Source: an optimization exercise on an open RTL-to-GDS flow (aim: small area, a short achievable clock period and few clock cycles). Production flows keep margins and buffers that such runs may drop.
The RTL was checked by simulation tests, not by an equivalence proof against the original design.
Power figures rest on the tool's default switching activity, not on a simulated workload.

build 56:
==> flow/design.v (excerpt) <==
module dlt645_rx (
    input  wire        clk,
    input  wire        rst,           
    input  wire        strict,        
    input  wire        in_valid,
    output wire        in_ready,
    input  wire [31:0] in_data,
    input  wire [2:0]  in_nbytes,     
    output reg         out_valid,
    input  wire        out_ready,
    output reg         out_is_result,
    output reg  [31:0] out_data,
    output wire [2:0]  out_nbytes,
    output wire        out_ok,
    output reg  [2:0]  out_cause,
    output wire [15:0] out_count,
    output reg  [15:0] out_pre,       
    output reg  [47:0] out_addr,
    output reg  [7:0]  out_ctrl,
    output reg  [7:0]  out_len,
    output reg  [7:0]  out_cs,
    output reg  [7:0]  out_end
);
    localparam [7:0] PRE_BYTE   = 8'hFE;
    localparam [7:0] START_BYTE = 8'h68;
    localparam [7:0] END_BYTE   = 8'h16;
    localparam [2:0] C_NONE         = 3'd0;
    localparam [2:0] C_WRONG_START1 = 3'd1;
    localparam [2:0] C_WRONG_START2 = 3'd2;
    localparam [2:0] C_BAD_CHECKSUM = 3'd4;
    localparam [2:0] C_WRONG_END    = 3'd5;
    localparam [1:0] S_PRE  = 2'd0;    
    localparam [1:0] S_HDR  = 2'd1;    
    localparam [1:0] S_BODY = 2'd2;    
    reg        strict_r;
    reg [31:0] bd;              
    reg [3:0]  bn;              
  ...
Size in the first run: about 1,800 cells after synthesis, ~290 flip-flops, roughly 190 I/O pins, roughly 19,000 um2 of cells after synthesis.
Settings: LEC_CHECK=0, CAP_MARGIN=20, CORE_MARGIN=2, CORE_UTILIZATION=40, CTS_CLUSTER_DIAMETER=100, CTS_CLUSTER_SIZE=30, SLEW_MARGIN=20; clock period 4.0 ns.
run.sh (not shown) runs the stock make flow with config.mk's settings and CLKGATE_MAP_FILE= SYNTH_SCRIPT=/design/flow/synth_recipe.tcl, a recipe that flattens the netlist after the stock synthesis.
Per the final summary, build 56 finished and its layout is clean on timing, DRC and antenna.
Testbench counts of build 56, summed over its fixed seeds: cycles 8,100.
### build 56 -> build 34
- putting GPL_TIMING_DRIVEN at 0 where nothing was set
### Flow results
- Against build 56, number of buffers other than clock buffers in the final layout in build 34 fell by a few percent.
- [build 34] flow finished | final checks: failed | reasons: setup timing
- On build 34: minimum period implied by the final worst setup slack is 0.29 ns higher than what build 56 gave.
- Summary of build 34 over build 56: part of the cycle the worst path needs picked up an extra 7.3 points, combinational share of power shows an increase of 4.7 points, net count of the finished layout now sits lower, count of hold buffers inserted by post-cts repair barely changed, pin slew with the least headroom to its limit up 0.19 ns.
- | sequential share of layout area | higher: build 56 |
Input-level comparison between build 1 and build 34:
- a deleted GPL_TIMING_DRIVEN that had been 0
- a change of CORE_UTILIZATION from 40 to 55
Findings:
Compare build 34 and build 1 | multi-input combinational area share lower: build 1
Build 34 consumes more power than build 1.
Complete run, failing final checks: build 34, reason setup timing.
Build 1 was carried through to the last stage, and its layout satisfied the timing, design-rule and antenna checks.
Clock-buffer cell count sits higher in build 1 than in build 34.
NOTE detailed placer's ending HPWL build 34->build 1 decreased by a few percent
Relative to build 34, the number of global-route vias before repair of build 1 is lower by 230.
[compare] base=build 34 new=build 1: number of rows created at floorplan went down by 15%, detailed-routing wirelength on met1 lost about 20%.
--- input diff build 1..build 32 ---
- CORE_UTILIZATION: 55 -> 40
- CTS_CLUSTER_SIZE: 30 -> unset
- CTS_CLUSTER_DIAMETER: 100 -> unset
### Flow results
Delta (build 32 minus build 1): final sequential cell count was more or less identical; proportion of power drawn by the clock network went up by 8.0 points; transition at the pin with the smallest max-transition slack went down by 0.35 ns; combinational group share of total power went down by 3.0 points. Utilization: higher on build 1. Per the comparison of build 32 with build 1, placer's final routability congestion estimate went down 0.073; non-clock buffer count ~0 delta; setup slack after layout increased by 0.020 ns relative to the old numbers. Global-route wire length before repair in build 32 is about 6% above build 1. Global-route usage for build 32 is lower than for build 1. Build 1 reports its highest-delay cell along the critical path as sky130_fd_sc_hd__fa_1 while build 32 reports sky130_fd_sc_hd__o21ai_0.

-- what the ideal ports hide --
No port has a modelled driver above. Below, the same layouts with a new extraction and two added sets of constraints. Step 1 (the two cells are an assumption about what drives the block):
set clk [get_ports {clk}]
set_driving_cell -lib_cell sky130_fd_sc_hd__clkbuf_16 $clk
set_driving_cell -lib_cell sky130_fd_sc_hd__buf_2 [delete_from_list [all_inputs] $clk]
Step 2 moves the port delays by t, midway between the first and last clock arrival at a register: inputs arrive t later, outputs are due t later. That takes back most of the time a late clock gives input paths. a / b / c = no drivers / after step 1 / after step 2; a / b = the first two.
| run | t, ns | slack for setup (ns) | cell pins on the clock port's net |
|---|---|---|---|
| build 56 | 0.583 | 0.128 / 0.128 / 0.128 | 1 |
| build 34 | 0.584 | -0.165 / -0.165 / -0.165 | 1 |
| build 1 | 0.571 | 0.055 / 0.055 / 0.055 | 1 |
| build 32 | 0.639 | 0.075 / 0.075 / 0.075 | 1 |
